What follows belongs to an exercise in optimizing a design on an open flow for small area; a production flow would make more cautious choices.
At most, simulation tests tie the RTL to the original design; equivalence was not proved.
Function not checked in runs 3 and 4: the RTL went through the layout flow alone.
Power and IR drop assume default switching activity.

<file path="flow/design.v">
module smcore_monitor (
    input  wire        clk,
    input  wire        rst,             
    input  wire        ms_tick,         
    input  wire        start,           
    input  wire        clear_latch,     
    input  wire [47:0] ain,             
    input  wire [3:0]  din,             
    input  wire [15:0] cfg_gain,
    input  wire [15:0] cfg_offset,
    input  wire [15:0] cfg_z1,
    input  wire [15:0] cfg_z2,
    input  wire [15:0] cfg_z3,
    input  wire [15:0] cfg_z4,
    input  wire [15:0] cfg_prox,
    input  wire [3:0]  cfg_ai_en,
    input  wire [3:0]  cfg_di_en,
    input  wire [3:0]  cfg_di_high,
    input  wire        cfg_auto_reset,
    output wire        ready,
    output reg         done,
    output wire        relay,
    output wire        indicator,
    output wire [2:0]  safety_status,
    output wire [4:0]  zone_status,
    output reg         prox_alert,
    output reg  [3:0]  safety_error,
    output reg  [47:0] ai_mv,           
    output wire [3:0]  di_status
);
    integer i;
    reg [4:0] ph;
    reg       zeroing;
    reg       busy;
    wire      phz  = (ph == 5'd0);
    wire      ph31 = (ph == 5'd31);
    assign ready = ~busy & ~zeroing;
    wire go = ready & start;
    reg [5:0] a3;
    reg [2:0] ch3;
    wire pub = busy & (ch3 == 3'd4) & (a3 == 6'd33);
    always @(posedge clk) begin
        if (rst)
            busy <= 1'b0;
        else if (go)
            busy <= 1'b1;
        else if (pub)
            busy <= 1'b0;
        if (go) begin
            a3  <= 6'd35;
            ch3 <= 3'd7;
        end else if (busy) begin
            if (a3 == 6'd47) begin
                a3  <= 6'd0;
                ch3 <= ch3 + 3'd1;
            end else
                a3 <= a3 + 6'd1;
        end
    end
    wire        a3hi  = (a3 >= 6'd35);
    wire [2:0]  ch1   = ch3 + {2'd0, a3hi};
    wire        s1act = busy & ~ch1[2] & (a3hi | (a3 <= 6'd10));
    wire [11:0] raw1  = ain[12*ch1[1:0] +: 12];
    reg         dig;
    always @(*) begin
        case (a3)
            6'd37, 6'd40, 6'd41, 6'd42, 6'd45, 6'd46: dig = 1'b1;
            default: dig = 1'b0;
        endcase
    end
    reg  [11:0] acc1;
    reg         e1, e2;
    wire [12:0] sum1 = {1'b0, acc1} + ((s1act & dig) ? {1'b0, raw1} : 13'd0);
    wire        xb   = sum1[0];
    always @(posedge clk) begin
        if (rst)
            acc1 <= 12'd0;
        else
            acc1 <= sum1[12:1];
        e1 <= xb;
        e2 <= e1;
    end
    reg [2:0] up;
    reg [7:0] fr;
    always @(*) begin
        casez (acc1[11:6])
            6'b1?????: begin up = 3'd5; fr = acc1[10:3]; end
            6'b01????: begin up = 3'd4; fr = acc1[9:2];  end
            6'b001???: begin up = 3'd3; fr = acc1[8:1];  end
            6'b0001??: begin up = 3'd2; fr = acc1[7:0];  end
            6'b00001?: begin up = 3'd1; fr = {acc1[6:0], e1}; end
            default:   begin up = 3'd0; fr = {acc1[5:0], e1, e2}; end
        endcase
    end
    wire inact = (acc1 < 12'd100);       
    reg  [59:0] ring;
    wire        rwr = s1act & ((a3 == 6'd47) | (a3 <= 6'd10));
    always @(posedge clk)
        ring <= {ring[58:0], rwr ? xb : ring[59]};
    reg  [10:0] U;
    reg         inact1;
    wire        s3act = busy & (a3 <= 6'd32);
    wire        t3z   = (a3 == 6'd0);
    wire        uld   = s1act & (a3 == 6'd47);
    reg        bv;
    wire       uin   = (a3 <= 6'd10) & U[0];
    wire       c1015 = (a3 < 6'd10) & (a3 != 6'd3);
    wire       bvin  = ~t3z & bv;
    wire [1:0] dv    = {1'b0, c1015} - {1'b0, uin} - {1'b0, bvin};
    wire       vb    = dv[0];
    reg  [15:0] accP;
    wire [16:0] sum3 = (t3z ? 17'd0 : {1'b0, accP}) + (vb ? {1'b0, cfg_offset} : 17'd0);
    wire        pb   = sum3[0];
    reg  [2:0]  cy;
    wire        op2  = (a3 >= 6'd2)  & ~U[9];
    wire        op6  = (a3 >= 6'd6)  &  U[5];
    wire        op9  = (a3 >= 6'd9)  &  U[2];
    wire        op11 = (a3 >= 6'd11) &  U[0];
    wire        inj  = (a3 == 6'd2);
    wire [2:0]  cyin = t3z ? 3'd0 : cy;
    wire [3:0]  ps   = {3'd0, pb} + {3'd0, op2} + {3'd0, op6} + {3'd0, op9}
                     + {3'd0, op11} + {3'd0, inj} + {1'b0, cyin};
    wire        prb  = ps[0];
    reg         s20, neq;
    reg  [14:0] E;                       
    always @(posedge clk) begin
        bv   <= dv[1];
        accP <= sum3[16:1];
        if (uld) begin
            U      <= {up, fr};
            inact1 <= inact;
        end else
            U <= {pb, U[10:1]};
        cy   <= ps[3:1];
        if (s3act) begin
            if (a3 == 6'd20) begin
                s20 <= pb;
                neq <= 1'b0;
            end else if (a3 > 6'd20 && a3 < 6'd26) begin
                neq <= neq | (pb ^ s20);
            end else if (a3 == 6'd26) begin
                neq <= neq | (pb ^ s20) | inact1;
                s20 <= pb | inact1;
            end
            if (a3 >= 6'd18)
                E <= {prb, E[14:1]};
        end
    end
    wire signed [6:0] ei = E[14:8];
    wire        [7:0] ef = E[7:0];
    wire              gnz = |cfg_gain;
    wire s5start = busy & ~ch3[2] & (a3 == 6'd33);
    wire ei_big  = (ei >= 7'sd23);
    wire ei_err  = (ei <= -7'sd25);
    wire ei_noh  = (ei >= -7'sd24) & (ei <= -7'sd15);
    wire ei_nrm  = (ei >= -7'sd14) & (ei <= 7'sd22);
    wire bigcase = neq ? ~s20 : ei_big;
    wire md_big  = bigcase & gnz;
    wire md_noh  = ~neq & ei_noh;
    wire md_nrm  = ~neq & ei_nrm;
    reg  [5:0]  c5;                      
    reg         act5, nrm, noh, hs, end10;
    reg  [4:0]  r5;
    reg         big, nz, sticky;
    reg  [4:0]  lt, gt;                  
    reg  [24:0] R;
    wire fin5 = act5 & (c5 == (end10 ? 6'd15 : 6'd5));
    wire step = act5 & ~fin5;
    wire signed [7:0] hx = $signed({2'b00, c5}) - (noh ? 8'sd47 : 8'sd31) - {ei[6], ei};
    wire eok   = (a3 >= 6'd33) | (a3 < 6'd18);
    wire hact  = step & (nrm | noh) & eok & (hx >= 8'sd0) & (hx <= 8'sd8);
    wire hfst  = hact & (hx == 8'sd8);
    wire hb    = hfst | (hact & ef[hx[2:0]]);
    wire mr    = R[24] & hs & step;
    wire m     = mr & nrm;
    wire       rdiv = (c5 >= 6'd16) & (c5 <= 6'd37);
    wire       rcmp = (c5 >= 6'd16) & (c5 <= 6'd31);
    wire [5:0] r2   = {r5, m};
    wire       qd   = (r2 >= 6'd25);
    wire [5:0] r2s  = r2 - 6'd25;
    wire [4:0] rn   = qd ? r2s[4:0] : r2[4:0];
    wire [3:0] kz = c5[3:0];
    wire [4:0] zb = {cfg_prox[kz], cfg_z4[kz], cfg_z3[kz], cfg_z2[kz], cfg_z1[kz]};
    always @(posedge clk) begin
        R <= (hfst ? 25'd0 : {R[23:0], 1'b0}) + (hb ? {9'd0, cfg_gain} : 25'd0);
        if (rst)
            act5 <= 1'b0;
        else if (s5start)
            act5 <= 1'b1;
        else if (fin5)
            act5 <= 1'b0;
        if (s5start) begin
            c5     <= (md_nrm & (ei > 7'sd7)) ? (6'd39 + ei[5:0]) : 6'd46;
            end10  <= md_nrm & (ei >= 7'sd10);
            nrm    <= md_nrm;
            noh    <= md_noh;
            hs     <= 1'b0;
            r5     <= 5'd0;
            lt     <= 5'd0;
            gt     <= 5'd0;
            big    <= md_big;
            nz     <= md_big;
            sticky <= 1'b0;
        end else if (act5) begin
            c5 <= c5 - 6'd1;
            if (hfst) hs <= 1'b1;
            if (step) begin
                if (m) nz <= 1'b1;
                if (c5 >= 6'd38 && m) big <= 1'b1;
                if (rdiv) r5 <= rn;
                if (rdiv && !rcmp && qd) big <= 1'b1;
                if (rcmp) begin
                    for (i = 0; i < 5; i = i + 1)
                        if (!lt[i] && !gt[i]) begin
                            if (qd && !zb[i]) gt[i] <= 1'b1;
                            if (!qd && zb[i]) lt[i] <= 1'b1;
                        end
                end
                if (c5 <= 6'd15 && m) sticky <= 1'b1;
                if (noh && mr && c5 >= 6'd22) begin
                    nz     <= 1'b1;
                    sticky <= 1'b1;
                end
            end
        end
    end
    wire       incq = (r5 != 5'd0) | sticky;
    wire [4:0] le   = {5{~big}} & (lt | (~gt & {5{~incq}}));
    wire       aerr = ~nz;
    wire       f_cr = ~aerr & le[0];
    wire       f_wh = ~aerr & ~le[0] & le[1];
    wire       f_wl = ~aerr & ~le[0] & ~le[1] & le[2];
    wire       f_la = ~aerr & ~le[0] & ~le[1] & ~le[2] & le[3];
    wire       f_px = ~aerr & le[4];
    wire [1:0] ch5  = ch3[1:0] - 2'd1;
    reg  [3:0] zacc;                     
    reg        pacc;
    reg  [3:0] aer;                      
    always @(posedge clk) begin
        if (go) begin
            zacc <= 4'd0;
            pacc <= 1'b0;
        end else if (fin5) begin
            if (cfg_ai_en[ch5]) begin
                zacc <= zacc | {f_la, f_wl, f_wh, f_cr};
                pacc <= pacc | f_px;
            end
            aer[ch5] <= aerr;
        end
    end
    reg  [31:0] ur;
    reg  [4:0]  P;
    reg  [5:0]  A;
    reg         cu;
    wire [5:0]  Pn   = {1'b0, P} + {5'd0, ms_tick};
    wire        ab   = (ph < 5'd6) & A[ph[2:0]];
    wire        uo   = ur[31] & ~zeroing;
    wire        cuin = ~phz & cu;
    wire [1:0]  us   = {1'b0, uo} + {1'b0, ab} + {1'b0, cuin};
    always @(posedge clk) begin
        if (rst) begin
            ph      <= 5'd0;
            zeroing <= 1'b1;
            P       <= 5'd0;
            A       <= 6'd0;
        end else begin
            ph <= ph + 5'd1;
            if (ph31) begin
                zeroing <= 1'b0;
                A       <= Pn;
                P       <= 5'd0;
            end else
                P <= Pn[4:0];
        end
        ur <= {ur[30:0], us[0]};
        cu <= us[1];
    end
    reg         rd, rdp;
    reg  [4:0]  S;
    reg         cn;
    wire        sb   = (ph < 5'd5) & S[ph[2:0]];
    wire        cnin = ~phz & cn;
    wire [1:0]  ns   = {1'b0, ur[31]} + {1'b0, sb} + {1'b0, cnin};
    wire        nowb = ns[0];
    always @(posedge clk) begin
        if (rst) begin
            rd  <= 1'b0;
            rdp <= 1'b0;
        end else if (ph31) begin
            rd  <= rdp | go;
            rdp <= 1'b0;
        end else if (go)
            rdp <= 1'b1;
        if (go)
            S <= P;
        cn <= ns[1];
    end
    reg  [31:0] er [0:3];
    reg  [3:0]  bw, gtd;
    reg  [3:0]  di_prev, di_state;
    wire        c50 = (ph == 5'd1) | (ph == 5'd4) | (ph == 5'd5);
    wire [3:0]  edn = cfg_di_en & (din ^ di_prev);
    genvar g;
    generate
        for (g = 0; g < 4; g = g + 1) begin : dch
            wire       eo  = er[g][31];
            wire       wr  = rd & edn[g];
            wire       bin = ~phz & bw[g];
            wire [1:0] ds  = {1'b0, nowb} - {1'b0, eo} - {1'b0, bin};
            wire       gin = ~phz & gtd[g];
            always @(posedge clk) begin
                er[g] <= {er[g][30:0], zeroing ? 1'b0 : (wr ? nowb : eo)};
                if (rd) begin
                    bw[g]  <= ds[1];
                    gtd[g] <= (ds[0] != c50) ? ds[0] : gin;
                end
            end
        end
    endgenerate
    wire [3:0] act = ~(din ^ cfg_di_high);
    wire [3:0] dsn = (cfg_di_en & ~edn & gtd & act) | (~(cfg_di_en & ~edn & gtd) & di_state);
    assign di_status = di_state;
    wire [3:0] serr = cfg_ai_en & aer;
    wire [3:0] good = cfg_ai_en & ~aer;
    wire       any_crit = zacc[0] | (|(cfg_di_en & dsn));
    wire       any_warn = zacc[1] | zacc[2];
    wire       any_err  = |serr;
    wire [2:0] agg = any_crit ? 3'd2 : any_warn ? 3'd1 : any_err ? 3'd4 : 3'd0;
    function integer rpos(input integer ch, input integer k);
        integer s;
        begin
            s = 48 * ch;
            rpos = (225 - s - k + 240) % 60;
        end
    endfunction
    reg  [3:0] zs;
    reg        dcrit;
    wire       p_crit = zs[0] | dcrit;
    wire       p_warn = zs[1] | zs[2];
    wire       p_err  = |safety_error;
    assign zone_status   = {zs, p_err};
    assign safety_status = p_crit ? 3'd2 : p_warn ? 3'd1 : p_err ? 3'd4 : 3'd0;
    reg rel, latch;
    assign relay     = rel;
    assign indicator = rel;
    integer k;
    always @(posedge clk) begin
        if (rst) begin
            done          <= 1'b0;
            rel           <= 1'b0;
            latch         <= 1'b0;
            zs            <= 4'd0;
            dcrit         <= 1'b0;
            prox_alert    <= 1'b0;
            safety_error  <= 4'd0;
            ai_mv         <= 48'd0;
            di_prev       <= 4'd0;
            di_state      <= 4'd0;
        end else begin
            done <= pub;
            if (!busy && clear_latch)
                latch <= 1'b0;
            if (pub) begin
                for (i = 0; i < 4; i = i + 1)
                    if (good[i])
                        for (k = 0; k < 12; k = k + 1)
                            ai_mv[12*i + k] <= ring[rpos(i, k)];
                di_prev  <= (cfg_di_en & din) | (~cfg_di_en & di_prev);
                di_state <= dsn;
                if (agg == 3'd2) begin
                    rel   <= 1'b1;
                    latch <= 1'b1;
                end else if (agg == 3'd0) begin
                    if (cfg_auto_reset || !latch)
                        rel <= 1'b0;
                    if (cfg_auto_reset)
                        latch <= 1'b0;
                end
                zs            <= zacc;
                dcrit         <= |(cfg_di_en & dsn);
                prox_alert    <= pacc;
                safety_error  <= serr;
            end
        end
    end
endmodule
</file>
<file path="flow/flow/run.sh">
#!/bin/bash
# Layout flow: the standard ORFS flow (standard.sh), with two changes:
#  - ports are buffered with the smallest buffer (sky130_fd_sc_hd__buf_1)
#  - clock tree: clkbuf_8 leaf clusters of at most 16 sinks, no dummy loads
# The full make/OpenROAD/Yosys output goes to flow_make.log in this folder.
set -euo pipefail
export BUFFER_PORTS_ARGS="-buffer_cell sky130_fd_sc_hd__buf_1"
export CTS_ARGS="-sink_clustering_enable -repair_clock_nets -dont_use_dummy_load -buf_list sky130_fd_sc_hd__clkbuf_8 -sink_clustering_size 16 -sink_clustering_max_diameter 60"
bash standard.sh > flow_make.log 2>&1
</file>
<file path="flow/standard.sh">
#!/bin/bash
# synth_recipe.tcl (not shown) runs the flow's synth.tcl, then flattens the netlist and writes it again
# the make line also repeats each setting of config.mk as NAME=value (left out here)
make -C /OpenROAD-flow-scripts/flow DESIGN_CONFIG=/design/flow/config.mk WORK_HOME=/design/flow/orfs CLKGATE_MAP_FILE= SYNTH_SCRIPT=/design/flow/synth_recipe.tcl "${@:-finish}"
</file>
<file path="flow/config.mk">
export PLATFORM = sky130hd
export DESIGN_NAME = smcore_monitor
export DESIGN_NICKNAME = smcore_monitor
export VERILOG_FILES = /design/flow/design.v
export SDC_FILE = /design/flow/constraint.sdc
export NUM_CORES = 4
export LEC_CHECK = 0
export CAP_MARGIN = 20
export CORE_MARGIN = 2
export CORE_UTILIZATION = 60
export PLACE_DENSITY = 0.75
export SLEW_MARGIN = 20
</file>
<file path="flow/constraint.sdc">
create_clock -name core_clock -period 17.0 [get_ports {clk}]
set_input_delay 3.4000 -clock core_clock [delete_from_list [all_inputs] [get_ports {clk}]]
set_output_delay 3.4000 -clock core_clock [all_outputs]
set_load 0.01 [all_outputs]
</file>
==> results of run 1 <==
[state kept, by name, summed over array words and instances (netlist names), 5 cells and up, named ones only]
name	flops
er	128
ring	60
ai_mv	48
ur	32
R	25
accP	16
E	15
acc1	12
U	11
A	6
a3	6
c5	6
P	5
S	5
gt	5
lt	5
ph	5
r5	5
[cells by family (layout without fill, tap and decap cells)]
family	count (synthesis)	in the layout	synth area share [%]
fa+ha+maj	96	96	7.20
simple gates	572	572	15.4
xor+xnor	59	59	2.83
compound gates	391	391	13.3
flops	459	459	52.9
buf+inv	148	371	3.21
mux	61	61	5.20
[cells in the final DEF, fill, tap and decap left out, types with 37 or more instances in the layout]
cell type  synthesis  routed
a21oi_1          162     162
and2_1            60      60
buf_1              5     249
clkbuf_8           0      37
dfxtp_1          413     413
edfxtp_1          46      46
ha_1              81      81
inv_1             78      78
nand2_1          195     195
nor2_1           106     106
nor3_1            37      37
o21ai_0           69      69
xnor2_1           42      42
[metal layers]
metal	global-route usage, %	share of wire [%]	routed length, um
met1	31.5	46	17100
met3	4.09	6.8	2540
met2	38.2	45	16900
met4	6.20	2.0	734
met5	0	0	0
[layout make-up]
cell class	instances	area share (%)
inverter	79	1.49
clock buffer	37	2.55
tap	390	2.45
multi-input combinational	1179	40.2
sequential	459	48.4
timing repair buffer	255	4.91
[power groups by stage]
stage | Clock, mW | Sequential [mW] | Combinational, mW
after floorplan | 0 | 1.18 | 0.417
after global placement | 0 | 1.19 | 0.490
after detailed placement | 0 | 1.19 | 0.507
after CTS | 0.529 | 1.17 | 0.511
after global routing | 0.566 | 1.17 | 0.579
final | 0.514 | 1.17 | 0.506
[worst paths after layout]
check,startpoint,to,depth (start not counted)
max,c5[1]$_DFFE_PP_,R[23]$_DFF_P_,20
max reg2reg,c5[1]$_DFFE_PP_,R[23]$_DFF_P_,20
min reg2reg,er[3][27]$_DFF_P_,er[3][28]$_DFF_P_,0
min,er[3][27]$_DFF_P_,er[3][28]$_DFF_P_,0
[Yosys cell counts (5+ instances only)]
master	n	area, um2
mux4_2	26	586
a21o_1	19	143
nor3_1	37	185
nand2_1	195	732
buf_1	5	18.8
nand3_1	35	175
nand2b_1	14	87.6
clkbuf_1	56	210
o21a_1	15	113
a221oi_1	6	52.6
nor3b_1	6	45.0
mux2_2	10	113
xor2_1	17	149
mux2i_1	25	250
o21bai_1	7	52.6
nor2b_1	35	219
a22oi_1	16	120
and2_1	60	375
or3_1	14	87.6
and3_1	19	119
and2_4	8	70.1
a222oi_1	8	80.1
dfxtp_1	413	8270
nor2_1	106	398
a211oi_1	14	105
edfxtp_1	46	1380
fa_1	15	300
o31ai_1	6	45.0
xnor2_1	42	368
or4_1	5	37.5
a21boi_0	6	45.0
a21oi_1	162	811
o21ai_0	69	345
ha_1	81	1010
nor4_1	11	68.8
o22ai_1	8	50.1
inv_1	78	293
nand4_1	11	68.8
a31oi_1	16	100
==> results.toml, run 1 <==
[status]
status = "complete, no violations"

[clocking]
cts_root_buf = "clkbuf_8"
cts_made_buffers = 37
postCtsSetupRepairBufs = 0
clk_pin_slew_ps = 90
holdBufCountCts = 0
cts.sinks = 459
worstSkewPairLatency_ps = 550
cts_tree = "done"
htree_levels = 2
clockBufferDepth = 3
post_cts_resized = 0

[place]
postPlaceCellArea_mm2 = 0.0194
gp_congestion = 0.846
dp_cells = 2362
io_buffers = 250
pre_cts_slack_ps = 10610
dp_hpwl_um = 27300

[detailed_routing]
wl_per_cell_um = 15.6
via_count = 13400
drc_errors = 0
dr.pass1.iters = 5
viasPerCell = 5.59
final_antenna_net_count = 0
drtIter0Drc = 832
wirelength_um = 37300

[timing]
clock_skew_ps = 58.9
drv_slew = 0
tightestPinTransition_ps = 871
min_period_over_period_pct = 37.9
slew_headroom_pct = 41.8
setup_viol = 0
hold_viol = 0
holdWs_ps = 309
post-route-min-period_ps = 6440
setup_tns_ps = 0
setup_ws_ps = 10560
fmax_ghz = 0.155
grt_setup_unrepaired = "false"

[final_layout]
syn_to_final_growth_pct = 9.25
nNetsFinal = 2289
drive_gt1_share_pct = 4.78
fill_cells = 2392
diodes = 0
fin_area_mm2 = 0.0199
multi_input_area_mm2 = 0.00801
stdcell_count = 2399
fin_util_pct = 66.9
regArea_mm2 = 0.00965

[pwr]
power.density_mw_per_mm2 = 110
p_clk_share_pct = 23.5
switching_share_pct = 27.4
cellInternalPower_mw = 1.59
switchingPower_mw = 0.599
total_power_mw = 2.19
comb_power_share_pct = 23.1
leakage_nw = 7.91
irDropWorstVdd_uv = 91.3
pwr-share-seq_pct = 53.3

[floorplan]
die_area_mm2 = 0.0318
die_w_um = 178
die_height_um = 178
core_area_mm2 = 0.0298
ios = 251
start_util_pct = 61.2
row_count = 63

[worst_setup_path]
cp-start-kind = "flop"
crit_slowest_cell = "edfxtp_1"
criticalPathCategory = "reg -> reg"
cp_num_buf_inv = 1
worst-endpoint-required_ps = 17420
cp_cell_sequence = "and2_0 > nand2_1 > xnor2_1 > ha_1 > a21boi_0 > nor2_1 > xnor2_1 > or4_1 > a211oi_2 > and2_1 > ha_1 > inv_1 > fa_1 > nor2b_1 > o31a_1 > o211a_1 > nor3_1 > o31ai_1 > nand4_1 > mux2i_1"
crit_arrival_ps = 6860
critical-path-max-stage-delay_ps = 820
critPathTopFamily = "simple AND/OR/NAND/NOR gates"
crit_path_end_kind = "flop"
r2r_setup_slack_ps = 10560
cp_max_fo = 18

[synthesis]
synth_cell_types = 74
syn_nets = 2064
synth-warning-count = 2
synth_area_mm2 = 0.0182
ys_dominant_reg_cell = "dfxtp_1"
async_flop_share_pct = 0
ys_seq_area_share_pct = 52.9
avgSynthCellArea_um2 = 10.2
syn-instance-count = 1786
ys_seq_elements = 459
synth_edf_count = 46

[global_routing]
grt_start_max_net_pins = 80
grt_first_pass_wirelength_um = 60200
grt_pass1_vias = 12800
overflow = 0
antenna_found_initial = 0
grtUsageTotal_pct = 23.1

[min_path]
hold_class = "reg -> reg"

[job]
maxCapViolations = 0
==> run 2: changes to the inputs <==
==> flow/run.sh (new file) <==
#!/bin/bash
# synth_recipe.tcl (not shown) runs the flow's synth.tcl, then flattens the netlist and writes it again
# the make line also repeats each setting of config.mk as NAME=value (left out here)
make -C /OpenROAD-flow-scripts/flow DESIGN_CONFIG=/design/flow/config.mk WORK_HOME=/design/flow/orfs CLKGATE_MAP_FILE= SYNTH_SCRIPT=/design/flow/synth_recipe.tcl finish
--- a/flow/config.mk
+++ b/flow/config.mk
@@ -10,2 +10,5 @@
 export CORE_UTILIZATION = 60
+export CTS_BUF_LIST = sky130_fd_sc_hd__clkbuf_16
+export CTS_CLUSTER_DIAMETER = 80
+export CTS_CLUSTER_SIZE = 24
 export PLACE_DENSITY = 0.75
removed: flow/flow/run.sh
removed: flow/standard.sh
==> results.toml, run 2 <==
[clocking]
clk_pin_slew_ps = 90
htree_levels = 1
cts_tree = "done"
cts_root_buf = "clkbuf_16"
holdBufCountCts = 0
post_cts_resized = 0
worstSkewPairLatency_ps = 550
cts.sinks = 459
cts_made_buffers = 24
clockBufferDepth = 3
postCtsSetupRepairBufs = 0

[synthesis]
synth_top_family_by_area = "simple AND/OR/NAND/NOR gates"
synth_most_common_cell = "dfxtp_1"
synth.top_cell.area_share_pct = 45.3
synth_fa_ha_area_share_pct = 7.20
synth_commonest_cells = "dfxtp_1 (413), nand2_1 (195), a21oi_1 (162)"
avgSynthCellArea_um2 = 10.2
syn-instance-count = 1786
synth_compound_area_share_pct = 13.3
synth_edf_count = 46
ys_seq_area_share_pct = 52.9
ys_seq_elements = 459
syn_nets = 2064
synth_cell_types = 74
synth_largest_area_cell = "dfxtp_1"
yosys-mux-area-fraction_pct = 5.20
yosys.area_share.xor_xnor_pct = 2.83
synth-simple-area-share_pct = 15.4
synthTopCellsByArea = "dfxtp_1 (45%), edfxtp_1 (7.6%), ha_1 (5.6%)"
synth_area_mm2 = 0.0182
ys_dominant_reg_cell = "dfxtp_1"
async_flop_share_pct = 0
synth-warning-count = 2

[final_layout]
multi_input_area_mm2 = 0.00801
largest_register_ffs = 128
syn_to_final_growth_pct = 19.0
reg.largest.list = "er: 128 flops, ring: 60 flops, ai_mv: 48 flops"
drive_gt1_share_pct = 4.48
final_common_cell = "dfxtp_1"
diodes = 0
regArea_mm2 = 0.00965
nNetsFinal = 2277
fin_util_pct = 72.9
fill_cells = 2183
top_register = "er"
final_cell_mix = "dfxtp_1 (413), clkdlybuf4s50_1 (249), nand2_1 (195)"

[global_routing]
grt_pass1_vias = 13000
grt_first_pass_wirelength_um = 63200
grtUsageTotal_pct = 24.2
antenna_found_initial = 1
grt_start_max_net_pins = 79
overflow = 0

[detailed_routing]
wirelength_um = 39200
via_count = 13500
final_antenna_net_count = 0
wl_per_cell_um = 16.3
drtIter0Drc = 995
drc_errors = 0
viasPerCell = 5.60
dr.pass1.iters = 8

[place]
gp_congestion = 0.861
dp_hpwl_um = 28400
io_buffers = 250
pre_cts_slack_ps = 10390

[min_path]
hold_class = "reg -> reg"

[pwr]
power.density_mw_per_mm2 = 107
leakage_nw = 8.67
total_power_mw = 2.33
irDropWorstVdd_uv = 118

[worst_setup_path]
crit_path_end_kind = "flop"
cp_max_fo = 18
cp-start-kind = "flop"
crit_arrival_ps = 6910
worst-endpoint-required_ps = 17420
criticalPathCategory = "reg -> reg"

[floorplan]
core_area_mm2 = 0.0298
die_w_um = 178
row_count = 63
ios = 251
start_util_pct = 61.2
die_area_mm2 = 0.0318
die_height_um = 178

[timing]
grt_setup_unrepaired = "false"
setup_ws_ps = 10520
post-route-min-period_ps = 6480
setup_tns_ps = 0
setup_viol = 0
fmax_ghz = 0.154
drv_slew = 0
holdWs_ps = 331
slew_headroom_pct = 40.8
hold_viol = 0
min_period_over_period_pct = 38.1
tightestPinTransition_ps = 881
clock_skew_ps = 20.6

[status]
status = "complete, no violations"

[job]
maxCapViolations = 0
[run 2: changes by cell type in the layout (fill, tap and decap cells not counted), sizes merged]
| cell | before | now |
|---|---|---|
| buf | 254 | 6 |
| clkinv | 1 | 2 |
| clkinvlp | 0 | 1 |
| inv | 78 | 88 |
| clkdlybuf4s50 | 0 | 249 |
| clkbuf | 38 | 27 |
[run 2: power by group]
part,internal [mW],switching (mW)
clock,0.281,0.341
sequential,1.15,0.0213
combinational,0.274,0.267
[run 2: kinds of logic after synthesis]
family | after synthesis
adder cells (fa/ha/maj) | 96
AND/OR/NAND/NOR | 572
XOR/XNOR | 59
multiplexers | 61
buffers and inverters | 148
AO/OA/AOI/OAI | 391
flip-flops | 459
[run 2: layout make-up]
| cell class | count | share of cell area, % |
|---|---|---|
| Clock inverter | 12 | 0.363 |
| Timing Repair Buffer | 256 | 11.7 |
| Inverter | 79 | 1.37 |
| Multi-Input combinational cell | 1179 | 36.9 |
| Clock buffer | 26 | 3.00 |
| Sequential cell | 459 | 44.4 |
| Tap cell | 390 | 2.25 |
[run 2: final timing paths]
check,startpoint,end,slack (ps),cells after the start
setup / recovery,c5[1]$_DFFE_PP_,R[23]$_DFF_P_,10520,19
hold / removal,er[3][18]$_DFF_P_,er[3][19]$_DFF_P_,330,0
setup reg to reg,c5[1]$_DFFE_PP_,R[23]$_DFF_P_,10520,19
hold reg to reg,er[3][18]$_DFF_P_,er[3][19]$_DFF_P_,330,0
[run 2: metal layers]
metal  share of wire (%)  vias to the layer above  global-route usage [%]
met5               0.033                        -                       0
met4                 1.8                        2                    4.98
met3                 7.4                       46                    5.26
met2                  46                      394                    41.1
met1                  45                     6340                    31.8
li1                    -                     6668                       -
[run 2: through the flow]
stage               area (um2)  instances
floorplan                18200       1786
global placement         21000       2362
detailed placement       21000       2362
CTS                      21700       2400
global route             21700       2401
finish                   21700       2401
[run 2: worst max-delay path, stage by stage (launching register included)]
cell	delay, ps
edfxtp_1	830
and2_0	560
a41oi_1	220
xnor2_1	200
ha_1	250
o41ai_1	340
o2111ai_1	180
or4_1	660
a211oi_2	710
and2_1	230
ha_1	170
inv_1	50
fa_1	400
nor2b_1	160
o31a_1	220
o211a_1	180
nor3_1	70
o31ai_1	580
nand4_1	210
mux2i_1	150
==> run 3: changes to the inputs <==
--- a/flow/design.v
+++ b/flow/design.v
@@ -72,3 +72,12 @@
     reg         e1, e2;
-    wire [12:0] sum1 = {1'b0, acc1} + ((s1act & dig) ? {1'b0, raw1} : 13'd0);
+    wire [11:0] pb1 = (s1act & dig) ? raw1 : 12'd0;
+    wire [12:0] c1;
+    wire [12:0] sum1;
+    assign c1[0] = 1'b0;
+    genvar g1;
+    generate for (g1 = 0; g1 < 12; g1 = g1 + 1) begin : fa1
+        assign sum1[g1]  = acc1[g1] ^ pb1[g1] ^ c1[g1];
+        assign c1[g1+1]  = (acc1[g1] & pb1[g1]) | (acc1[g1] & c1[g1]) | (pb1[g1] & c1[g1]);
+    end endgenerate
+    assign sum1[12] = c1[12];
     wire        xb   = sum1[0];
@@ -95,6 +104,10 @@
     wire inact = (acc1 < 12'd100);       
-    reg  [59:0] ring;
+    reg  [47:0] ring;
     wire        rwr = s1act & ((a3 == 6'd47) | (a3 <= 6'd10));
+    wire [3:0]  rwc = {4{rwr}} & (4'd1 << ch1[1:0]);
     always @(posedge clk)
-        ring <= {ring[58:0], rwr ? xb : ring[59]};
+        ring <= {ring[46:36], rwc[3] ? xb : ring[35],
+                 ring[34:24], rwc[2] ? xb : ring[23],
+                 ring[22:12], rwc[1] ? xb : ring[11],
+                 ring[10:0],  rwc[0] ? xb : ring[47]};
     reg  [10:0] U;
@@ -111,3 +124,13 @@
     reg  [15:0] accP;
-    wire [16:0] sum3 = (t3z ? 17'd0 : {1'b0, accP}) + (vb ? {1'b0, cfg_offset} : 17'd0);
+    wire [15:0] pa3 = t3z ? 16'd0 : accP;
+    wire [15:0] pb3 = vb ? cfg_offset : 16'd0;
+    wire [16:0] c3;
+    wire [16:0] sum3;
+    assign c3[0] = 1'b0;
+    genvar gi;
+    generate for (gi = 0; gi < 16; gi = gi + 1) begin : fa3
+        assign sum3[gi]  = pa3[gi] ^ pb3[gi] ^ c3[gi];
+        assign c3[gi+1]  = (pa3[gi] & pb3[gi]) | (pa3[gi] & c3[gi]) | (pb3[gi] & c3[gi]);
+    end endgenerate
+    assign sum3[16] = c3[16];
     wire        pb   = sum3[0];
@@ -175,2 +198,17 @@
     wire m     = mr & nrm;
+    wire [24:0] ra5 = hfst ? 25'd0 : {R[23:0], 1'b0};
+    wire [15:0] rb5 = hb ? cfg_gain : 16'd0;
+    wire [25:0] c5c;
+    wire [24:0] Rn;
+    assign c5c[0] = 1'b0;
+    genvar g5;
+    generate for (g5 = 0; g5 < 25; g5 = g5 + 1) begin : fa5
+        if (g5 < 16) begin : f
+            assign Rn[g5]    = ra5[g5] ^ rb5[g5] ^ c5c[g5];
+            assign c5c[g5+1] = (ra5[g5] & rb5[g5]) | (ra5[g5] & c5c[g5]) | (rb5[g5] & c5c[g5]);
+        end else begin : h
+            assign Rn[g5]    = ra5[g5] ^ c5c[g5];
+            assign c5c[g5+1] = ra5[g5] & c5c[g5];
+        end
+    end endgenerate
     wire       rdiv = (c5 >= 6'd16) & (c5 <= 6'd37);
@@ -184,3 +222,3 @@
     always @(posedge clk) begin
-        R <= (hfst ? 25'd0 : {R[23:0], 1'b0}) + (hb ? {9'd0, cfg_gain} : 25'd0);
+        R <= Rn;
         if (rst)
@@ -331,4 +369,4 @@
         begin
-            s = 48 * ch;
-            rpos = (225 - s - k + 240) % 60;
+            s = 12 * ch;
+            rpos = (225 + s - k) % 48;
         end
==> flow/flow/run.sh (new file) <==
#!/bin/bash
# Layout flow: the standard ORFS flow (standard.sh), with two changes:
#  - ports are buffered with the smallest buffer (sky130_fd_sc_hd__buf_1)
#  - clock tree: clkbuf_8 leaf clusters of at most 16 sinks, no dummy loads
# The full make/OpenROAD/Yosys output goes to flow_make.log in this folder.
set -euo pipefail
export BUFFER_PORTS_ARGS="-buffer_cell sky130_fd_sc_hd__buf_1"
export CTS_ARGS="-sink_clustering_enable -repair_clock_nets -dont_use_dummy_load -buf_list sky130_fd_sc_hd__clkbuf_8 -sink_clustering_size 16 -sink_clustering_max_diameter 60"
bash standard.sh > flow_make.log 2>&1
==> flow/standard.sh (new file) <==
#!/bin/bash
# synth_recipe.tcl (not shown) runs the flow's synth.tcl, then flattens the netlist and writes it again
# the make line also repeats each setting of config.mk as NAME=value (left out here)
make -C /OpenROAD-flow-scripts/flow DESIGN_CONFIG=/design/flow/config.mk WORK_HOME=/design/flow/orfs CLKGATE_MAP_FILE= SYNTH_SCRIPT=/design/flow/synth_recipe.tcl "${@:-finish}"
--- a/flow/config.mk
+++ b/flow/config.mk
@@ -10,5 +10,2 @@
 export CORE_UTILIZATION = 60
-export CTS_BUF_LIST = sky130_fd_sc_hd__clkbuf_16
-export CTS_CLUSTER_DIAMETER = 80
-export CTS_CLUSTER_SIZE = 24
 export PLACE_DENSITY = 0.75
removed: flow/run.sh
==> results.toml, run 3 <==
[pwr]
pwr-share-seq_pct = 59.7
comb_power_share_pct = 14.2
total_power_mw = 1.90
switchingPower_mw = 0.473
power.density_mw_per_mm2 = 100
irDropWorstVdd_uv = 72.9
leakage_nw = 7.38
cellInternalPower_mw = 1.42
p_clk_share_pct = 26.1
switching_share_pct = 25.0

[place]
gp_congestion = 0.866
dp_cells = 2100
dp_hpwl_um = 25100
io_buffers = 250

[worst_setup_path]
reg2reg_from = "c5[1]$_DFFE_PP_"
reg2reg_depth = 37
cp-start-kind = "flop"
criticalPathCategory = "reg -> reg"
cp_num_buf_inv = 5
r2r_setup_slack_ps = 6470
path_common_cell = "fa_1"
worst-endpoint-required_ps = 17420
crit_slowest_cell = "edfxtp_1"
critical-path-max-stage-delay_ps = 1070
crit_path_end_kind = "flop"
critPathTopFamily = "adder cells"
cp_max_fo = 28
crit_arrival_ps = 10950
rr_endpoint = "R[24]$_DFF_P_"

[clocking]
cts_tree = "done"
post_cts_resized = 0
clk_pin_slew_ps = 90
holdBufCountCts = 0
htree_levels = 2
cts_root_buf = "clkbuf_8"
postCtsSetupRepairBufs = 0
clockBufferDepth = 3
worstSkewPairLatency_ps = 570
cts_made_buffers = 35
cts.sinks = 447

[final_layout]
final_common_cell = "dfxtp_1"
syn_to_final_growth_pct = 9.20
final_cell_mix = "dfxtp_1 (401), buf_1 (249), nor2_1 (139)"
top_register = "er"
diodes = 0
drive_gt1_share_pct = 6.28
largest_register_ffs = 128
reg.largest.list = "er: 128 flops, ai_mv: 48 flops, ring: 48 flops"
nNetsFinal = 2036
stdcell_count = 2135

[floorplan]
die_w_um = 174
die_area_mm2 = 0.0303
start_util_pct = 60.7
ios = 251
row_count = 62
die_height_um = 174
core_area_mm2 = 0.0285

[status]
status = "complete, no violations"

[timing]
setup_viol = 0
grt_setup_unrepaired = "false"
tightestPinTransition_ps = 1090
fmax_ghz = 0.0949
slew_headroom_pct = 27.2
clock_skew_ps = 66.1
setup_tns_ps = 0
post-route-min-period_ps = 10530
holdWs_ps = 309
hold_viol = 0
min_period_over_period_pct = 62.0
drv_slew = 0

[synthesis]
async_flop_share_pct = 0
synthTopCellsByArea = "dfxtp_1 (46%), edfxtp_1 (8.0%), fa_1 (6.0%)"
synth_largest_area_cell = "dfxtp_1"
synth_compound_area_share_pct = 8.10
synth_cell_types = 69
synth_top_family_by_area = "simple AND/OR/NAND/NOR gates"
ys_seq_area_share_pct = 54.3
synth_most_common_cell = "dfxtp_1"
ys_seq_elements = 447
ys_dominant_reg_cell = "dfxtp_1"
synth-warning-count = 2
synth-simple-area-share_pct = 13.3
syn-instance-count = 1539
syn_nets = 1822
avgSynthCellArea_um2 = 11.3
synth_commonest_cells = "dfxtp_1 (401), nor2_1 (139), nand2_1 (111)"
synth_area_mm2 = 0.0173
yosys-mux-area-fraction_pct = 9.45
synth.top_cell.area_share_pct = 46.3
synth_edf_count = 46
synth_fa_ha_area_share_pct = 9.54
yosys.area_share.xor_xnor_pct = 1.67

[detailed_routing]
viasPerCell = 5.50
via_count = 11800
drc_errors = 0
wirelength_um = 34300
drtIter0Drc = 632
wl_per_cell_um = 16.1
final_antenna_net_count = 0
dr.pass1.iters = 4

[min_path]
hold_depth = 0
hold_start = "er[1][10]$_DFF_P_"
hold_class = "reg -> reg"
min_to = "er[1][11]$_DFF_P_"

[global_routing]
grt_start_max_net_pins = 72
grt_first_pass_wirelength_um = 56400
grt_pass1_vias = 11500
grtUsageTotal_pct = 22.6
overflow = 0
antenna_found_initial = 0

[job]
maxCapViolations = 0
[run 3: cell count changes in the layout (fill, tap and decap cells not counted), moves of 35 or more]
cell and change:
fa_1 +37, a21oi_1 -86, nand2_1 -84, buf_1 +249
clkbuf_8 +35, clkdlybuf4s50_1 -249
[run 3: power groups by stage]
| stage | clock network (mW) | registers [mW] | logic, mW |
|---|---|---|---|
| after CTS | 0.509 | 1.13 | 0.274 |
| after detailed placement | 0 | 1.16 | 0.272 |
| after global routing | 0.549 | 1.14 | 0.313 |
| after floorplan | 0 | 1.14 | 0.202 |
| after global placement | 0 | 1.16 | 0.258 |
| final | 0.494 | 1.13 | 0.269 |
[run 3: final cells by class]
cell class / instances / area [um2]
fillers: 2270 / 9620
flip-flops and latches: 447 / 9410
multi-input cells: 936 / 7290
repair buffers: 255 / 980
clock buffers: 35 / 482
well taps: 384 / 480
inverters: 78 / 293
[run 3: logic make-up after synthesis]
group | Yosys count
simple gates | 469
flops | 447
buf+inv | 156
fa+ha+maj | 101
compound gates | 222
mux | 111
xor+xnor | 33
[run 3: per-stage QoR]
stage | util [%] | setup WS [ps] | instance area, um2
final | 66.3 | 6470 | 18900
after global routing | 66.3 | 5890 | 18900
after CTS | 66.3 | 6470 | 18900
after detailed placement | 64.6 | 6470 | 18500
after global placement | 64.6 | 6710 | 18500
after floorplan | - | 6970 | 17300
[run 3: worst max-delay path by stage]
stage	from	endpoint	cells past startpoint
floorplan	cfg_gain[1]	R[23]$_DFF_P_	26
global placement	cfg_gain[1]	R[24]$_DFF_P_	28
detailed placement	c5[1]$_DFFE_PP_	R[24]$_DFF_P_	37
CTS	c5[1]$_DFFE_PP_	R[24]$_DFF_P_	37
global route	c5[1]$_DFFE_PP_	R[24]$_DFF_P_	37
finish	c5[1]$_DFFE_PP_	R[24]$_DFF_P_	37
[run 3: metal layers]
layer	global-route usage (%)	up-vias	routed length [um]	share of wire, %
met2	38.7	371	16500	48
li1	-	5702	-	-
met5	0	-	0	0
met3	4.35	49	2030	5.9
met4	5.57	0	658	1.9
met1	29.7	5631	15100	44
==> run 4: changes to the inputs <==
--- a/flow/flow/run.sh
+++ b/flow/flow/run.sh
@@ -4,2 +4,3 @@
 #  - clock tree: clkbuf_8 leaf clusters of at most 16 sinks, no dummy loads
+#  - power recovery (downsizing off-critical cells) at global routing
 # The full make/OpenROAD/Yosys output goes to flow_make.log in this folder.
@@ -8,2 +9,3 @@
 export CTS_ARGS="-sink_clustering_enable -repair_clock_nets -dont_use_dummy_load -buf_list sky130_fd_sc_hd__clkbuf_8 -sink_clustering_size 16 -sink_clustering_max_diameter 60"
+export RECOVER_POWER=100
 bash standard.sh > flow_make.log 2>&1
==> results.toml, run 4 <==
[final_layout]
fill_cells = 2276
final_common_cell = "dfxtp_1"
diodes = 0
largest_register_ffs = 128
fin_util_pct = 66.2
reg.largest.list = "er: 128 flops, ai_mv: 48 flops, ring: 48 flops"
fin_area_mm2 = 0.0189
top_register = "er"
syn_to_final_growth_pct = 9.08
nNetsFinal = 2036
stdcell_count = 2135
final_cell_mix = "dfxtp_1 (401), buf_1 (246), nor2_1 (139)"
drive_gt1_share_pct = 5.83

[worst_setup_path]
critPathTopFamily = "adder cells"
cp-start-kind = "flop"
crit_slowest_cell = "edfxtp_1"
path_common_cell = "fa_1"
worst-endpoint-required_ps = 17410
crit_arrival_ps = 11330
critical-path-max-stage-delay_ps = 1050
cp_max_fo = 28
cp_num_buf_inv = 5
crit_path_end_kind = "flop"
criticalPathCategory = "reg -> reg"

[synthesis]
avgSynthCellArea_um2 = 11.3
ys_seq_elements = 447
async_flop_share_pct = 0
synthTopCellsByArea = "dfxtp_1 (46%), edfxtp_1 (8.0%), fa_1 (6.0%)"
ys_dominant_reg_cell = "dfxtp_1"
synth_most_common_cell = "dfxtp_1"
synth_largest_area_cell = "dfxtp_1"
syn-instance-count = 1539
synth-warning-count = 2
syn_nets = 1822
synth_commonest_cells = "dfxtp_1 (401), nor2_1 (139), nand2_1 (111)"
synth_cell_types = 69
synth_edf_count = 46
ys_seq_area_share_pct = 54.3
synth_area_mm2 = 0.0173
synth.top_cell.area_share_pct = 46.3

[clocking]
worstSkewPairLatency_ps = 560
cts.sinks = 447
postCtsSetupRepairBufs = 0
post_cts_resized = 0
cts_made_buffers = 35
htree_levels = 2
holdBufCountCts = 0
cts_tree = "done"
clockBufferDepth = 3
cts_root_buf = "clkbuf_8"
clk_pin_slew_ps = 100

[pwr]
irDropWorstVdd_uv = 72.9
power.density_mw_per_mm2 = 100
leakage_nw = 7.36

[floorplan]
ios = 251
start_util_pct = 60.7
row_count = 62
die_height_um = 174
core_area_mm2 = 0.0285
die_area_mm2 = 0.0303
die_w_um = 174

[place]
dp_hpwl_um = 25100
gp_congestion = 0.866
dp_cells = 2100
io_buffers = 250
postPlaceCellArea_mm2 = 0.0185
pre_cts_slack_ps = 6470

[detailed_routing]
wirelength_um = 34300
wl_per_cell_um = 16.1
drtIter0Drc = 616
via_count = 11700
viasPerCell = 5.49
dr.pass1.iters = 5
final_antenna_net_count = 0
drc_errors = 0

[timing]
clock_skew_ps = 67.1
drv_slew = 105
setup_tns_ps = 0
hold_viol = 0
grt_setup_unrepaired = "false"
min_period_over_period_pct = 64.2
setup_viol = 0
post-route-min-period_ps = 10910
setup_ws_ps = 6090
tightestPinTransition_ps = 3180
slew_headroom_pct = -112
fmax_ghz = 0.0916

[min_path]
hold_class = "reg -> reg"

[global_routing]
grt_pass1_vias = 11500
overflow = 0
grtUsageTotal_pct = 22.6
grt_start_max_net_pins = 72
grt_first_pass_wirelength_um = 56400
antenna_found_initial = 0

[status]
status = "finished with violations"
so_faults = "capacitance limit, slew limit"

[job]
maxCapViolations = 2
==> run 4: layer usage <==
layer  global-route usage, %  vias up  part of all wire [%]
met1                    29.7     5606                    44
met4                    5.57        0                   1.9
met2                    38.7      375                    48
met3                    4.35       48                   6.1
li1                        -     5699                     -
met5                       0        -                     0
==> run 4: path summary, 6_finish.rpt <==
kind	endpoint	slack, ps	from	depth (start not counted)
hold reg to reg	er[1][11]$_DFF_P_	310	er[1][10]$_DFF_P_	0
setup / recovery	R[24]$_DFF_P_	6090	c5[1]$_DFFE_PP_	37
hold / removal	er[1][11]$_DFF_P_	310	er[1][10]$_DFF_P_	0
setup reg to reg	R[24]$_DFF_P_	6090	c5[1]$_DFFE_PP_	37
==> run 4: kinds of logic (layout without fill, tap and decap cells) <==
family | count (synthesis) | after routing | share of synthesized area (%)
buffers and inverters | 156 | 368 | 3.69
DFF | 447 | 447 | 54.3
muxes | 111 | 111 | 9.45
and+or+nand+nor | 469 | 469 | 13.3
AOI/OAI and AO/OA | 222 | 222 | 8.10
adders and majority gates | 101 | 101 | 9.54
xor gates and xnor gates | 33 | 33 | 1.67
==> run 4: report_power, final <==
part / switching, mW / internal [mW] / leakage, nW
Clock: 0.308 / 0.186 / 0.252
Sequential: 0.0217 / 1.11 / 3.66
Combinational: 0.143 / 0.126 / 3.45
==> run 4: final cells by class <==
type	count	area, um2	share of cell area, %
well taps	384	480	2.54
multi-input cells	936	7280	38.5
flip-flops and latches	447	9410	49.8
inverters	78	293	1.55
clock buffers	35	482	2.55
repair buffers	255	968	5.12
==> run 4: metrics by stage <==
stage | power, mW | hold slack, ps
after detailed placement | 1.43 | 312
after global placement | 1.41 | 310
after global routing | 2.00 | 313
after CTS | 1.92 | 312
final | 1.90 | 309
after floorplan | 1.35 | 310
==> run 5: changes to the inputs <==
--- a/flow/design.v
+++ b/flow/design.v
@@ -108,6 +108,6 @@
     always @(posedge clk)
-        ring <= {ring[46:36], rwc[3] ? xb : ring[35],
-                 ring[34:24], rwc[2] ? xb : ring[23],
-                 ring[22:12], rwc[1] ? xb : ring[11],
-                 ring[10:0],  rwc[0] ? xb : ring[47]};
+        ring <= {ring[46:36], rwc[3] ? ~xb : ring[35],
+                 ring[34:24], rwc[2] ? ~xb : ring[23],
+                 ring[22:12], rwc[1] ? ~xb : ring[11],
+                 ring[10:0],  rwc[0] ? ~xb : ring[47]};
     reg  [10:0] U;
@@ -404,3 +404,3 @@
                         for (k = 0; k < 12; k = k + 1)
-                            ai_mv[12*i + k] <= ring[rpos(i, k)];
+                            ai_mv[12*i + k] <= ~ring[rpos(i, k)];
                 di_prev  <= (cfg_di_en & din) | (~cfg_di_en & di_prev);
--- a/flow/flow/run.sh
+++ b/flow/flow/run.sh
@@ -4,3 +4,2 @@
 #  - clock tree: clkbuf_8 leaf clusters of at most 16 sinks, no dummy loads
-#  - power recovery (downsizing off-critical cells) at global routing
 # The full make/OpenROAD/Yosys output goes to flow_make.log in this folder.
@@ -9,3 +8,2 @@
 export CTS_ARGS="-sink_clustering_enable -repair_clock_nets -dont_use_dummy_load -buf_list sky130_fd_sc_hd__clkbuf_8 -sink_clustering_size 16 -sink_clustering_max_diameter 60"
-export RECOVER_POWER=100
 bash standard.sh > flow_make.log 2>&1
==> results.toml, run 5 <==
[status]
status = "complete, no violations"

[synthesis]
yosys-mux-area-fraction_pct = 6.32
synth_cell_types = 73
synth_fa_ha_area_share_pct = 9.75
synth_compound_area_share_pct = 10.5
async_flop_share_pct = 0
ys_seq_elements = 447
ys_dominant_reg_cell = "dfxtp_1"
synth_top_family_by_area = "simple AND/OR/NAND/NOR gates"
synth_largest_area_cell = "dfxtp_1"
synth_commonest_cells = "dfxtp_1 (401), nor2_1 (134), nand2_1 (114)"
yosys.area_share.xor_xnor_pct = 1.69
synth_edf_count = 46
ys_seq_area_share_pct = 55.0
synthTopCellsByArea = "dfxtp_1 (47%), edfxtp_1 (8.1%), fa_1 (6.1%)"
synth.top_cell.area_share_pct = 47.0
avgSynthCellArea_um2 = 11.2
syn-instance-count = 1526
syn_nets = 1810
synth_area_mm2 = 0.0171
synth-warning-count = 2
synth-simple-area-share_pct = 13.1
synth_most_common_cell = "dfxtp_1"

[final_layout]
multi_input_area_mm2 = 0.00707
largest_register_ffs = 128
fin_area_mm2 = 0.0187
final_common_cell = "dfxtp_1"
top_register = "er"
syn_to_final_growth_pct = 9.55
regArea_mm2 = 0.00941
final_cell_mix = "dfxtp_1 (401), buf_1 (249), nor2_1 (134)"
diodes = 0
reg.largest.list = "er: 128 flops, ai_mv: 48 flops, ring: 48 flops"
fill_cells = 2243
nNetsFinal = 2026
drive_gt1_share_pct = 5.75

[worst_setup_path]
critPathTopFamily = "adder cells"
worst-endpoint-required_ps = 17480
criticalPathCategory = "reg -> reg"
rr_endpoint = "R[24]$_DFF_P_"
critical-path-max-stage-delay_ps = 1050
reg2reg_depth = 37
r2r_setup_slack_ps = 6050
crit_slowest_cell = "edfxtp_1"
crit_path_end_kind = "flop"
crit_arrival_ps = 11430
cp_num_cells = 37
cp_num_buf_inv = 4
cp_max_fo = 26
cp-start-kind = "flop"
path_common_cell = "fa_1"
reg2reg_from = "c5[1]$_DFFE_PP_"

[timing]
fmax_ghz = 0.0913
min_period_over_period_pct = 64.4
tightestPinTransition_ps = 1040
setup_tns_ps = 0
drv_slew = 0
setup_viol = 0
slew_headroom_pct = 30.5
hold_viol = 0
post-route-min-period_ps = 10950
clock_skew_ps = 83.1
grt_setup_unrepaired = "false"
holdWs_ps = 286

[min_path]
min_to = "ur[13]$_DFF_P_"
hold_class = "reg -> reg"
hold_depth = 0
hold_start = "ur[12]$_DFF_P_"

[global_routing]
grt_first_pass_wirelength_um = 56300
grt_start_max_net_pins = 69
antenna_found_initial = 0
overflow = 0
grtUsageTotal_pct = 22.9
grt_pass1_vias = 11300

[place]
postPlaceCellArea_mm2 = 0.0182
io_buffers = 250
gp_congestion = 0.899
dp_hpwl_um = 25000

[floorplan]
start_util_pct = 61.2
core_area_mm2 = 0.0279
row_count = 61
die_height_um = 173
die_w_um = 173
die_area_mm2 = 0.0299
ios = 251

[clocking]
cts_tree = "done"
postCtsSetupRepairBufs = 0
post_cts_resized = 0
cts_root_buf = "clkbuf_8"
holdBufCountCts = 0
htree_levels = 2
cts.sinks = 447
cts_made_buffers = 36
clk_pin_slew_ps = 90
worstSkewPairLatency_ps = 570
clockBufferDepth = 3

[pwr]
leakage_nw = 7.21
power.density_mw_per_mm2 = 101
irDropWorstVdd_uv = 88.0

[detailed_routing]
drc_errors = 0
viasPerCell = 5.50
final_antenna_net_count = 0
wl_per_cell_um = 16.4
via_count = 11700
wirelength_um = 34700
drtIter0Drc = 812
dr.pass1.iters = 5

[job]
maxCapViolations = 0
-- run 5: cells by family after synthesis --
kind of cell,Yosys count
multiplexers,56
flip-flops,447
XOR/XNOR,33
AND/OR/NAND/NOR,457
adder cells (fa/ha/maj),102
AO/OA/AOI/OAI,275
buffers and inverters,156
-- run 5: through the flow --
| stage | worst slack, ps | utilization (%) | instances | total power [mW] |
|---|---|---|---|---|
| 3_3_place_gp | 6420 | 65.2 | 2082 | 1.41 |
| 3_5_place_dp | 6070 | 65.2 | 2082 | 1.42 |
| 4_1_cts | 6070 | 67.0 | 2118 | 1.92 |
| 5_1_grt | 5520 | 67.0 | 2118 | 2.00 |
| 2_1_floorplan | 6970 | - | 1526 | 1.35 |
| 6_report | 6050 | 67.0 | 2118 | 1.90 |
-- run 5: how the worst max path moves through the flow --
| stage | start | end |
|---|---|---|
| detailed placement | c5[1]$_DFFE_PP_ | R[24]$_DFF_P_ |
| CTS | c5[1]$_DFFE_PP_ | R[24]$_DFF_P_ |
| floorplan | cfg_gain[1] | R[23]$_DFF_P_ |
| global route | c5[1]$_DFFE_PP_ | R[24]$_DFF_P_ |
| global placement | c5[1]$_DFFE_PP_ | R[24]$_DFF_P_ |
| finish | c5[1]$_DFFE_PP_ | R[24]$_DFF_P_ |
-- run 5: final cells by class --
type	instances	share of cell area [%]
Tap cell	378	2.53
Multi-Input combinational cell	923	37.8
Timing Repair Buffer	256	5.27
Inverter	78	1.56
Sequential cell	447	50.2
Clock buffer	36	2.65
-- run 5: metal layers --
metal	vias to the layer above	GRT usage, %	part of all wire (%)
li1	5692	-	-
met1	5507	31.1	44
met2	387	37.1	46
met3	64	5.15	7.1
met4	0	6.71	2.5
met5	-	0	0
-- run 5: where the power goes --
| part | internal (mW) | total [mW] | switching, mW |
|---|---|---|---|
| sequential | 1.11 | 1.13 | 0.0216 |
| clock | 0.191 | 0.502 | 0.312 |
| combinational | 0.127 | 0.262 | 0.136 |
| total | 1.43 | 1.90 | 0.469 |
==> run 6: changes to the inputs <==
==> flow/flow/run.sh (replaced) <==
#!/bin/bash
# Layout flow: the standard ORFS flow (standard.sh), with two changes:
#  - ports are buffered with the smallest buffer (sky130_fd_sc_hd__buf_1)
#  - clock tree: clkbuf_16 leaf clusters of at most 30 sinks, no dummy loads
# The full make/OpenROAD/Yosys output goes to flow_make.log in this folder.
set -euo pipefail
export BUFFER_PORTS_ARGS="-buffer_cell sky130_fd_sc_hd__buf_1"
export CTS_ARGS="-sink_clustering_enable -repair_clock_nets -dont_use_dummy_load -buf_list sky130_fd_sc_hd__clkbuf_16 -sink_clustering_size 30 -sink_clustering_max_diameter 100"
bash standard.sh > flow_make.log 2>&1
==> results.toml, run 6 <==
[worst_setup_path]
crit_slowest_cell = "edfxtp_1"
critPathTopFamily = "adder cells"
path_common_cell = "fa_1"
worst-endpoint-required_ps = 17440
cp_num_buf_inv = 4
criticalPathCategory = "reg -> reg"
cp-start-kind = "flop"
r2r_setup_slack_ps = 6020
crit_arrival_ps = 11420
critical-path-max-stage-delay_ps = 1050
crit_path_end_kind = "flop"
cp_max_fo = 26

[timing]
setup_tns_ps = 0
clock_skew_ps = 49.6
drv_slew = 0
min_period_over_period_pct = 64.6
grt_setup_unrepaired = "false"
hold_viol = 0
setup_viol = 0
post-route-min-period_ps = 10980
tightestPinTransition_ps = 1050
fmax_ghz = 0.0910
slew_headroom_pct = 30.2

[detailed_routing]
dr.pass1.iters = 5
final_antenna_net_count = 0
wl_per_cell_um = 16.4
drtIter0Drc = 841
via_count = 11600
drc_errors = 0
viasPerCell = 5.51
wirelength_um = 34400

[final_layout]
fin_area_mm2 = 0.0187
drive_gt1_share_pct = 4.82
regArea_mm2 = 0.00941
final_common_cell = "dfxtp_1"
largest_register_ffs = 128
syn_to_final_growth_pct = 9.43
fill_cells = 2232
stdcell_count = 2101
final_cell_mix = "dfxtp_1 (401), buf_1 (249), nor2_1 (134)"
diodes = 0
top_register = "er"
reg.largest.list = "er: 128 flops, ai_mv: 48 flops, ring: 48 flops"
nNetsFinal = 2009
multi_input_area_mm2 = 0.00707

[clocking]
cts_made_buffers = 19
cts_tree = "done"
cts_root_buf = "clkbuf_16"
cts.sinks = 447
clk_pin_slew_ps = 110
holdBufCountCts = 0
worstSkewPairLatency_ps = 530
htree_levels = 1
post_cts_resized = 0
postCtsSetupRepairBufs = 0
clockBufferDepth = 3

[place]
io_buffers = 250
dp_hpwl_um = 25000
dp_cells = 2082
gp_congestion = 0.899
postPlaceCellArea_mm2 = 0.0182

[synthesis]
ys_seq_elements = 447
synth_commonest_cells = "dfxtp_1 (401), nor2_1 (134), nand2_1 (114)"
synth_edf_count = 46
synth_most_common_cell = "dfxtp_1"
syn_nets = 1810
ys_dominant_reg_cell = "dfxtp_1"
synth_area_mm2 = 0.0171
syn-instance-count = 1526
async_flop_share_pct = 0
synth-warning-count = 2
synth_largest_area_cell = "dfxtp_1"
synthTopCellsByArea = "dfxtp_1 (47%), edfxtp_1 (8.1%), fa_1 (6.1%)"
avgSynthCellArea_um2 = 11.2
synth_cell_types = 73
synth.top_cell.area_share_pct = 47.0
ys_seq_area_share_pct = 55.0

[pwr]
power.density_mw_per_mm2 = 101
total_power_mw = 1.90
irDropWorstVdd_uv = 72.7
leakage_nw = 7.19

[floorplan]
start_util_pct = 61.2
core_area_mm2 = 0.0279
row_count = 61
die_area_mm2 = 0.0299
die_height_um = 173
ios = 251
die_w_um = 173

[global_routing]
grt_start_max_net_pins = 69
grt_first_pass_wirelength_um = 56000
grt_pass1_vias = 11200
grtUsageTotal_pct = 22.7
grt_use_met3_pct = 4.60
overflow = 0
met1_usage_pct = 31.3
antenna_found_initial = 0
grt_use_met2_pct = 36.9
busiest_layer = "met2"

[status]
status = "complete, no violations"

[job]
maxCapViolations = 0

[min_path]
hold_class = "reg -> reg"
run 6: kinds of logic (layout without fill, tap and decap cells):
group | Yosys count | count (layout) | synth area share (%)
AOI/OAI and AO/OA | 275 | 275 | 10.5
xor gates and xnor gates | 33 | 33 | 1.69
adders and majority gates | 102 | 102 | 9.75
buffers and inverters | 156 | 353 | 3.64
DFF | 447 | 447 | 55.0
muxes | 56 | 56 | 6.32
and+or+nand+nor | 457 | 457 | 13.1
run 6: cell type report:
type / instances / share of cell area, %
sequential: 447 / 50.3
multi-input combinational: 923 / 37.8
timing repair buffer: 256 / 5.28
clock buffer: 19 / 2.54
tap: 378 / 2.53
inverter: 78 / 1.57
run 6: per-stage QoR:
stage	util, %	hold WS, ps	setup WS (ps)
final	67.0	314	6020
after global routing	67.0	328	5500
after CTS	66.9	317	6060
after detailed placement	65.2	312	6070
after global placement	65.2	310	6420
after floorplan	-	310	6970
run 6: path summary, 6_finish.rpt:
kind	end	depth (start not counted)	startpoint
worst max-delay path	R[24]$_DFF_P_	37	c5[1]$_DFFE_PP_
worst min-delay path	ur[28]$_DFF_P_	0	ur[27]$_DFF_P_
worst max register to register	R[24]$_DFF_P_	37	c5[1]$_DFFE_PP_
worst min register to register	ur[28]$_DFF_P_	0	ur[27]$_DFF_P_
run 6: per-layer routing:
layer / wire (um) / vias up
li1: - / 5657
met1: 15400 / 5478
met2: 15900 / 388
met3: 2430 / 45
met4: 674 / 0
met5: 0 / -
run 6: power breakdown:
group	total, mW	switching [mW]	internal, mW
Clock	0.502	0.300	0.202
Sequential	1.13	0.0215	1.11
Combinational	0.263	0.136	0.127
Total	1.90	0.457	1.44

## re-timing with driven ports
How much do the figures lean on ideal ports? The routed layouts below were timed once more, with nothing changed but the port constraints. Step 1 assumes that a clkbuf_16 drives the clock port and a buf_2 every other input. Step 2 adds t to the input delays and takes it off the output delays; t is the mean of the earliest and latest rising clock arrival at the registers after step 1. Input paths then give back, and output paths get back, about the clock's delay inside the block. Three values: no drivers, after step 1, after step 2; two values: the first two.
run	t (ns)	slack for setup (ns)	hold WS [ns]	latest minus earliest clock arrival (ns)	worst slew at a driven data input, ns
run 1	0.582	10.562 / 10.562 / 10.562	0.309 / 0.309 / 0.309	0.087 / 0.087	0.07
run 2	0.586	10.519 / 10.519 / 10.401	0.331 / 0.331 / 0.331	0.021 / 0.022	0.07
run 3	0.578	6.468 / 6.468 / 6.468	0.309 / 0.309 / 0.309	0.066 / 0.066	0.05
run 4	0.577	6.087 / 6.087 / 6.087	0.309 / 0.309 / 0.309	0.067 / 0.067	0.05
run 5	0.577	6.049 / 6.049 / 6.049	0.286 / 0.286 / 0.286	0.084 / 0.085	0.06
run 6	0.557	6.016 / 6.016 / 6.016	0.314 / 0.314 / 0.314	0.053 / 0.052	0.06
For run 2, which loses most, drivers alone change the setup slack by 0.000 ns; drivers and shift together by -0.118 ns.
